What follows belongs to an exercise in optimizing a design on an open flow for a short achievable clock period and few clock cycles; a production flow would make more cautious choices. Function was checked by simulation only, so behaviour that the tests miss may differ from the original.

==> run a: inputs <==
## vig_permcore
module vig_permcore (
    input  wire       clk,
    input  wire       rst,         
    input  wire       in_valid,
    input  wire [1:0] in_op,       
    input  wire [7:0] in_data,
    input  wire [7:0] in_key,
    output wire       in_ready,
    output reg        out_valid,
    output reg  [7:0] out_data,
    input  wire       out_ready,
    output reg        pvalid
);
Settings: LEC_CHECK=0, ABC_CLOCK_PERIOD_IN_PS=8000, CAP_MARGIN=50, CORE_MARGIN=2, CORE_UTILIZATION=30, PLACE_DENSITY=0.5, SLEW_MARGIN=70; clock period 55.0 ns.
run.sh (not shown) runs the stock make flow with config.mk's settings and CLKGATE_MAP_FILE= SYNTH_SCRIPT=/design/flow/synth_recipe.tcl, a recipe that flattens the netlist after the stock synthesis.
==> inputs of run b, as changes to run a <==
--- a/flow/design.v
+++ b/flow/design.v
@@ -24,23 +24,25 @@
             onehot = 48'd0;
             for (k = 0; k < 6; k = k + 1) begin
                 dg = (k == 5) ? {1'b0, t[16:15]} : t[3 * k +: 3];
                 onehot[8 * k + dg] = 1'b1;
             end
         end
     endfunction
     reg        in_ready_r;
+    reg        in_busy_r;      
+    reg        out_idle_r;     
     reg        a_fire;
     reg  [1:0] a_op;
     reg  [7:0] a_data;
     reg  [7:0] a_key;
     assign in_ready = in_ready_r;
-    wire in_fire  = in_valid && in_ready_r && !rst;
-    wire out_fire = out_valid && out_ready;
+    wire in_fire  = in_valid && !in_busy_r && !rst;
+    wire out_fire = !out_idle_r && out_ready;
     always @(posedge clk) begin
         a_op   <= in_op;
         a_data <= in_data;
         a_key  <= in_key;
         a_fire <= in_fire;
     end
     wire a_seed = a_fire && (a_op == OP_SEED);
     wire a_last = a_fire && (a_op == OP_SEED_LAST);
@@ -70,22 +72,23 @@
         end else if (gen_start) begin
             pend <= 1'b0;
         end
     end
     wire          asc_v, dsc_v, asc_d1, dsc_d1;
     wire [4:0]    asc_c, dsc_c, asc_c1, dsc_c1;
     wire [63:0]   asc_j, dsc_j;
     wire          asc_free, dsc_free;
+    wire          asc_g0, dsc_g0;
     vig_stream #(.ASC(1)) u_asc (
         .clk(clk), .rst(rst), .start(gen_start), .t0_oh(gen_t), .free(asc_free),
-        .d1_v(asc_d1), .d1_c(asc_c1), .j_v(asc_v), .j_c(asc_c), .j(asc_j));
+        .g0(asc_g0), .d1_v(asc_d1), .d1_c(asc_c1), .j_v(asc_v), .j_c(asc_c), .j(asc_j));
     vig_stream #(.ASC(0)) u_dsc (
         .clk(clk), .rst(rst), .start(gen_start), .t0_oh(gen_t), .free(dsc_free),
-        .d1_v(dsc_d1), .d1_c(dsc_c1), .j_v(dsc_v), .j_c(dsc_c), .j(dsc_j));
+        .g0(dsc_g0), .d1_v(dsc_d1), .d1_c(dsc_c1), .j_v(dsc_v), .j_c(dsc_c), .j(dsc_j));
     assign gen_free = asc_free;
     function automatic integer bits(input integer x);
         integer n;
         begin
             bits = 0;
             for (n = x; n > 0; n = n / 2)
                 bits = bits + 1;
         end
@@ -162,69 +165,78 @@
         e_y <= e_nx;
         d_y <= d_nx;
         d_k <= {d_k[8*(NS-1)-1:0], a_key};
     end
     wire       p_v = e_v[NS-1] || d_v[NS-1];
     wire [7:0] p_d = e_v[NS-1] ? e_y[8 * (NS - 1) +: 8]
                                : (d_y[8 * (NS - 1) +: 8] - d_k[8 * (NS - 1) +: 8]);
     reg        busy;
+    reg        pv_int;         
     reg  [5:0] cnt;            
     wire build_done = asc_d1 && (asc_c1 == 5'd0);   
     wire busy_nx    = (in_fire && in_op == OP_SEED_LAST) || (busy && !build_done);
     wire acc        = in_fire && in_op[1];
     wire [5:0] cnt_p1 = cnt + 6'd1;
     wire [5:0] cnt_m1 = cnt - 6'd1;
     wire [5:0] cnt_nx = (acc && !out_fire) ? cnt_p1 : (out_fire && !acc) ? cnt_m1 : cnt;
     always @(posedge clk) begin
         if (rst) begin
             busy       <= 1'b0;
             cnt        <= 6'd0;
             pvalid     <= 1'b0;
+            pv_int     <= 1'b0;
             in_ready_r <= 1'b1;
+            in_busy_r  <= 1'b0;
         end else begin
             busy       <= busy_nx;
             cnt        <= cnt_nx;
             in_ready_r <= !busy_nx && (cnt_nx < QN);
-            if (build_done)
-                pvalid <= 1'b1;
+            in_busy_r  <= busy_nx || !(cnt_nx < QN);
+            if (asc_g0)
+                pv_int <= 1'b1;
+            pvalid <= pv_int;
         end
     end
     reg  [8*QN-1:0] qd;
     reg  [5:0]      qw, qr;    
     reg  [5:0]      qc;        
-    wire            head_free = !out_valid || out_fire;
+    wire            head_free = out_idle_r || out_fire;
     wire            q_pop     = head_free && (qc != 6'd0 || p_v);
+    always @(posedge clk)
+        if (p_v)
+            qd[8 * qw +: 8] <= p_d;
     always @(posedge clk) begin
         if (rst) begin
             out_valid <= 1'b0;
+            out_idle_r <= 1'b1;
             qw        <= 6'd0;
             qr        <= 6'd0;
             qc        <= 6'd0;
         end else begin
             if (head_free) begin
-                out_valid <= (qc != 6'd0) || p_v;
+                out_valid  <= (qc != 6'd0) || p_v;
+                out_idle_r <= !((qc != 6'd0) || p_v);
                 out_data  <= (qc != 6'd0) ? qd[8 * qr +: 8] : p_d;
             end
-            if (p_v) begin
-                qd[8 * qw +: 8] <= p_d;
+            if (p_v)
                 qw <= (qw == QN - 1) ? 6'd0 : qw + 6'd1;
-            end
             if (q_pop)
                 qr <= (qr == QN - 1) ? 6'd0 : qr + 6'd1;
             qc <= (p_v && !q_pop) ? qc + 6'd1 : (q_pop && !p_v) ? qc - 6'd1 : qc;
         end
     end
 endmodule
 module vig_stream #(parameter ASC = 0) (
     input  wire        clk,
     input  wire        rst,
     input  wire        start,
     input  wire [47:0] t0_oh,
     output wire        free,      
+    output wire        g0,        
     output reg         d1_v,      
     output reg  [4:0]  d1_c,
     output wire        j_v,       
     output wire [4:0]  j_c,
     output reg  [63:0] j          
 );
     function automatic [47:0] onehot(input [16:0] t);
         integer k;
@@ -264,72 +276,62 @@
                 pexp = k + 1;
         end
     endfunction
     localparam integer STEP = ASC ? 65536 - 16 : 16;    
     reg        run;
     reg  [4:0] c;
     reg  [47:0] t_oh;
     assign free = !run || (c == 5'd31);
-    wire [16:0] t_step, t_anc;
+    wire [16:0] t_step;
     vig_mulmod75 #(.Q(STEP)) u_step (.t_oh(t_oh), .u(t_step), .sb());
-    vig_mulmod75 #(.Q(8))    u_anc  (.t_oh(t_oh), .u(t_anc),  .sb());
-    reg         g1_v;
-    reg  [4:0]  g1_c;
-    reg  [95:0] anc_oh;        
     always @(posedge clk) begin
         if (rst) begin
-            run  <= 1'b0;
-            g1_v <= 1'b0;
+            run <= 1'b0;
         end else begin
-            g1_v <= run;
             if (start)
                 run <= 1'b1;
             else if (c == 5'd31)
                 run <= 1'b0;
         end
         if (start) begin
             t_oh <= t0_oh;
             c    <= 5'd0;
         end else begin
             t_oh <= onehot(t_step);
             c    <= c + 5'd1;
         end
-        g1_c          <= c;
-        anc_oh[47:0]  <= t_oh;
-        anc_oh[95:48] <= onehot(t_anc);
     end
     wire [127:0] gb;           
     genvar gk;
     generate
         for (gk = 0; gk < 16; gk = gk + 1) begin : g_prod
-            localparam integer A = (gk >= 8) ? 1 : 0;
-            vig_mulmod75 #(.Q(pexp(gk) - 8 * A)) u_prod (
-                .t_oh(anc_oh[48 * A +: 48]), .u(), .sb(gb[8 * gk +: 8]));
+            vig_mulmod75 #(.Q(pexp(gk))) u_prod (.t_oh(t_oh), .u(), .sb(gb[8 * gk +: 8]));
         end
     endgenerate
     reg          g_v;
     reg  [4:0]   g_c;
+    assign g0 = g_v && (g_c == 5'd0);
     reg  [127:0] g_b;
     reg  [71:0]  g_d1;         
     reg  [87:0]  g_d3;         
     integer m, b;
     reg [8:0] dv;
     always @(posedge clk) begin
         if (rst)
             g_v <= 1'b0;
         else
-            g_v <= g1_v;
-        g_c <= g1_c;
+            g_v <= run;
+        g_c <= c;
         g_b <= gb;
         for (m = 0; m < 8; m = m + 1) begin
             if (ASC)
-                dv = 8 * g1_c + m + 1;
+                dv = 8 * c + m + 1;
             else
-                dv = 9'd256 - 8 * g1_c - m;
+                dv = 9'd256 - 8 * c - m;
             g_d1[9 * m +: 9]   <= dv;
             g_d3[11 * m +: 11] <= {dv, 1'b0} + dv;
         end
     end
     reg          d2_v;
     reg  [4:0]   d2_c;
     reg  [63:0]  d1_r, d2_r;
     reg  [79:0]  d1_b;         
==> flow/flow/run.sh (new file) <==
#!/bin/bash
# Layout flow: the standard layout (standard.sh: ORFS from the standard synthesis to
# finish, unchanged), with two settings ORFS reads from the environment:
#  - the input and output ports are buffered by sky130_fd_sc_hd__buf_4 instead of the
#    cell buffer_ports picks by default;
#  - antenna repair after detailed routing may run up to 10 rounds instead of 5.
# The full output of the run goes to flow_standard.log here; ORFS's per-step logs stay
# under orfs/logs/.
set -euo pipefail
export BUFFER_PORTS_ARGS="-buffer_cell sky130_fd_sc_hd__buf_4"
export MAX_REPAIR_ANTENNAS_ITER_DRT=10
bash standard.sh > flow_standard.log 2>&1
==> flow/standard.sh (new file) <==
#!/bin/bash
# synth_recipe.tcl (not shown) runs the flow's synth.tcl, then flattens the netlist and writes it again
# the make line also repeats each setting of config.mk as NAME=value (left out here)
make -C /OpenROAD-flow-scripts/flow DESIGN_CONFIG=/design/flow/config.mk WORK_HOME=/design/flow/orfs CLKGATE_MAP_FILE= SYNTH_SCRIPT=/design/flow/synth_recipe.tcl "${@:-finish}"
removed: flow/run.sh
==> inputs of run c, as changes to run a <==
--- a/flow/design.v
+++ b/flow/design.v
@@ -85,34 +85,57 @@
     function automatic integer bits(input integer x);
         integer n;
         begin
             bits = 0;
             for (n = x; n > 0; n = n / 2)
                 bits = bits + 1;
         end
     endfunction
+    reg  [3:0]   aq_v, dq_v;
+    reg  [31:0]  aq_c, dq_c;   
+    reg  [255:0] aq_j, dq_j;   
+    integer q;
+    always @(posedge clk) begin
+        for (q = 0; q < 4; q = q + 1) begin
+            if (rst) begin
+                aq_v[q] <= 1'b0;
+                dq_v[q] <= 1'b0;
+            end else begin
+                aq_v[q] <= asc_v && asc_c[4:3] == q;
+                dq_v[q] <= dsc_v && dsc_c[4:3] == q;
+            end
+            if (asc_v && asc_c[4:3] == q) begin
+                aq_c[8 * q +: 8] <= {3'd0, asc_c};
+                aq_j[64 * q +: 64] <= asc_j;
+            end
+            if (dsc_v && dsc_c[4:3] == q) begin
+                dq_c[8 * q +: 8] <= {3'd0, dsc_c};
+                dq_j[64 * q +: 64] <= dsc_j;
+            end
+        end
+    end
     wire [2047:0] je;          
     wire [2047:0] jd;          
     assign je[7:0] = 8'd0;
     assign jd[7:0] = 8'd0;
     genvar gi;
     generate
         for (gi = 1; gi < 256; gi = gi + 1) begin : g_j
             localparam integer W  = bits(gi);
             localparam integer CE = gi / 8;             
             localparam integer RE = gi % 8;             
             localparam integer CD = (255 - gi) / 8;     
             localparam integer RD = (255 - gi) % 8;     
             reg [W-1:0] e_r, d_r;
             always @(posedge clk) begin
-                if (asc_v && asc_c == CE)
-                    e_r <= asc_j[8 * RE +: W];
-                if (dsc_v && dsc_c == CD)
-                    d_r <= dsc_j[8 * RD +: W];
+                if (aq_v[CE / 8] && aq_c[8 * (CE / 8) +: 5] == CE)
+                    e_r <= aq_j[64 * (CE / 8) + 8 * RE +: W];
+                if (dq_v[CD / 8] && dq_c[8 * (CD / 8) +: 5] == CD)
+                    d_r <= dq_j[64 * (CD / 8) + 8 * RD +: W];
             end
             assign je[8 * gi +: 8] = e_r;
             assign jd[8 * gi +: 8] = d_r;
         end
     endgenerate
     reg  [NS-1:0]   e_v, d_v;
     reg  [8*NS-1:0] e_y, d_y;
     reg  [8*NS-1:0] d_k;       
@@ -163,17 +186,17 @@
         d_y <= d_nx;
         d_k <= {d_k[8*(NS-1)-1:0], a_key};
     end
     wire       p_v = e_v[NS-1] || d_v[NS-1];
     wire [7:0] p_d = e_v[NS-1] ? e_y[8 * (NS - 1) +: 8]
                                : (d_y[8 * (NS - 1) +: 8] - d_k[8 * (NS - 1) +: 8]);
     reg        busy;
     reg  [5:0] cnt;            
-    wire build_done = asc_d1 && (asc_c1 == 5'd0);   
+    wire build_done = asc_v && (asc_c == 5'd0);     
     wire busy_nx    = (in_fire && in_op == OP_SEED_LAST) || (busy && !build_done);
     wire acc        = in_fire && in_op[1];
     wire [5:0] cnt_p1 = cnt + 6'd1;
     wire [5:0] cnt_m1 = cnt - 6'd1;
     wire [5:0] cnt_nx = (acc && !out_fire) ? cnt_p1 : (out_fire && !acc) ? cnt_m1 : cnt;
     always @(posedge clk) begin
         if (rst) begin
             busy       <= 1'b0;
@@ -188,31 +211,32 @@
                 pvalid <= 1'b1;
         end
     end
     reg  [8*QN-1:0] qd;
     reg  [5:0]      qw, qr;    
     reg  [5:0]      qc;        
     wire            head_free = !out_valid || out_fire;
     wire            q_pop     = head_free && (qc != 6'd0 || p_v);
+    always @(posedge clk)
+        if (p_v)
+            qd[8 * qw +: 8] <= p_d;
     always @(posedge clk) begin
         if (rst) begin
             out_valid <= 1'b0;
             qw        <= 6'd0;
             qr        <= 6'd0;
             qc        <= 6'd0;
         end else begin
             if (head_free) begin
                 out_valid <= (qc != 6'd0) || p_v;
                 out_data  <= (qc != 6'd0) ? qd[8 * qr +: 8] : p_d;
             end
-            if (p_v) begin
-                qd[8 * qw +: 8] <= p_d;
+            if (p_v)
                 qw <= (qw == QN - 1) ? 6'd0 : qw + 6'd1;
-            end
             if (q_pop)
                 qr <= (qr == QN - 1) ? 6'd0 : qr + 6'd1;
             qc <= (p_v && !q_pop) ? qc + 6'd1 : (q_pop && !p_v) ? qc - 6'd1 : qc;
         end
     end
 endmodule
 module vig_stream #(parameter ASC = 0) (
     input  wire        clk,
@@ -264,72 +288,61 @@
                 pexp = k + 1;
         end
     endfunction
     localparam integer STEP = ASC ? 65536 - 16 : 16;    
     reg        run;
     reg  [4:0] c;
     reg  [47:0] t_oh;
     assign free = !run || (c == 5'd31);
-    wire [16:0] t_step, t_anc;
+    wire [16:0] t_step;
     vig_mulmod75 #(.Q(STEP)) u_step (.t_oh(t_oh), .u(t_step), .sb());
-    vig_mulmod75 #(.Q(8))    u_anc  (.t_oh(t_oh), .u(t_anc),  .sb());
-    reg         g1_v;
-    reg  [4:0]  g1_c;
-    reg  [95:0] anc_oh;        
     always @(posedge clk) begin
         if (rst) begin
-            run  <= 1'b0;
-            g1_v <= 1'b0;
+            run <= 1'b0;
         end else begin
-            g1_v <= run;
             if (start)
                 run <= 1'b1;
             else if (c == 5'd31)
                 run <= 1'b0;
         end
         if (start) begin
             t_oh <= t0_oh;
             c    <= 5'd0;
         end else begin
             t_oh <= onehot(t_step);
             c    <= c + 5'd1;
         end
-        g1_c          <= c;
-        anc_oh[47:0]  <= t_oh;
-        anc_oh[95:48] <= onehot(t_anc);
     end
     wire [127:0] gb;           
     genvar gk;
     generate
         for (gk = 0; gk < 16; gk = gk + 1) begin : g_prod
-            localparam integer A = (gk >= 8) ? 1 : 0;
-            vig_mulmod75 #(.Q(pexp(gk) - 8 * A)) u_prod (
-                .t_oh(anc_oh[48 * A +: 48]), .u(), .sb(gb[8 * gk +: 8]));
+            vig_mulmod75 #(.Q(pexp(gk))) u_prod (.t_oh(t_oh), .u(), .sb(gb[8 * gk +: 8]));
         end
     endgenerate
     reg          g_v;
     reg  [4:0]   g_c;
     reg  [127:0] g_b;
     reg  [71:0]  g_d1;         
     reg  [87:0]  g_d3;         
     integer m, b;
     reg [8:0] dv;
     always @(posedge clk) begin
         if (rst)
             g_v <= 1'b0;
         else
-            g_v <= g1_v;
-        g_c <= g1_c;
+            g_v <= run;
+        g_c <= c;
         g_b <= gb;
         for (m = 0; m < 8; m = m + 1) begin
             if (ASC)
-                dv = 8 * g1_c + m + 1;
+                dv = 8 * c + m + 1;
             else
-                dv = 9'd256 - 8 * g1_c - m;
+                dv = 9'd256 - 8 * c - m;
             g_d1[9 * m +: 9]   <= dv;
             g_d3[11 * m +: 11] <= {dv, 1'b0} + dv;
         end
     end
     reg          d2_v;
     reg  [4:0]   d2_c;
     reg  [63:0]  d1_r, d2_r;
     reg  [79:0]  d1_b;         
==> flow/flow/run.sh (new file) <==
#!/bin/bash
# Layout flow: the standard layout (standard.sh: ORFS from the standard synthesis to
# finish, unchanged), with two settings ORFS reads from the environment:
#  - the input and output ports are buffered by sky130_fd_sc_hd__buf_4 instead of the
#    cell buffer_ports picks by default;
#  - antenna repair after detailed routing may run up to 10 rounds instead of 5.
# The full output of the run goes to flow_standard.log here; ORFS's per-step logs stay
# under orfs/logs/.
set -euo pipefail
export BUFFER_PORTS_ARGS="-buffer_cell sky130_fd_sc_hd__buf_4"
export MAX_REPAIR_ANTENNAS_ITER_DRT=10
bash standard.sh > flow_standard.log 2>&1
==> flow/standard.sh (new file) <==
#!/bin/bash
# synth_recipe.tcl (not shown) runs the flow's synth.tcl, then flattens the netlist and writes it again
# the make line also repeats each setting of config.mk as NAME=value (left out here)
make -C /OpenROAD-flow-scripts/flow DESIGN_CONFIG=/design/flow/config.mk WORK_HOME=/design/flow/orfs CLKGATE_MAP_FILE= SYNTH_SCRIPT=/design/flow/synth_recipe.tcl "${@:-finish}"
removed: flow/run.sh
==> summary of the runs <==
- The highest synthesized area belongs to run a, the lowest to run b.
- Run b ran to the end with no violations. Run c completed with no timing, DRC or antenna violations. Run a completed and failed the layout checks on antenna rules.
- Final cell count: run b < run c < run a.
- Of run a and run b, run b has the higher sequential share of layout area (gap 0.42 points).
- Count of clock-buffer cells in the layout: run a > run c > run b.
- Register-to-register slack: run c < run b < run a.
Testbench counts of run a, summed over its fixed seeds: cycles 15,965.
Testbench counts of run b, summed over its fixed seeds: cycles 15,917.
Testbench counts of run c, summed over its fixed seeds: cycles 15,965.

## static timing again, ports no longer ideal
No port has a modelled driver above. Below, the same layouts with a new extraction and two added sets of constraints.
Step 1 sets driving cells, clkbuf_16 on the clock port and buf_2 on the other inputs (assumed; they add their load-dependent delay and slew).
Step 2 times the ports against the registers' clock, not the clock port: input delays grow and output delays shrink by t, the midpoint of the rising clock arrivals with the driver on.
Three values: ideal, step 1, step 2; two values: the first two.
| run | t, ns | setup slack, ns | hold WS [ns] | worst setup path at the end |
|---|---|---|---|---|
| run a | 1.395 | 41.901 / 41.706 / 40.692 | 0.299 / 0.299 / 0.299 | input to register |
| run b | 1.411 | 42.238 / 42.029 / 41.078 | 0.263 / 0.263 / 0.263 | input to register |
| run c | 1.434 | 42.040 / 41.834 / 41.248 | 0.233 / 0.233 / 0.233 | input to register |
The setup slack of run a, which loses most, moves by -0.195 ns with the drivers and by -1.209 ns with both steps.
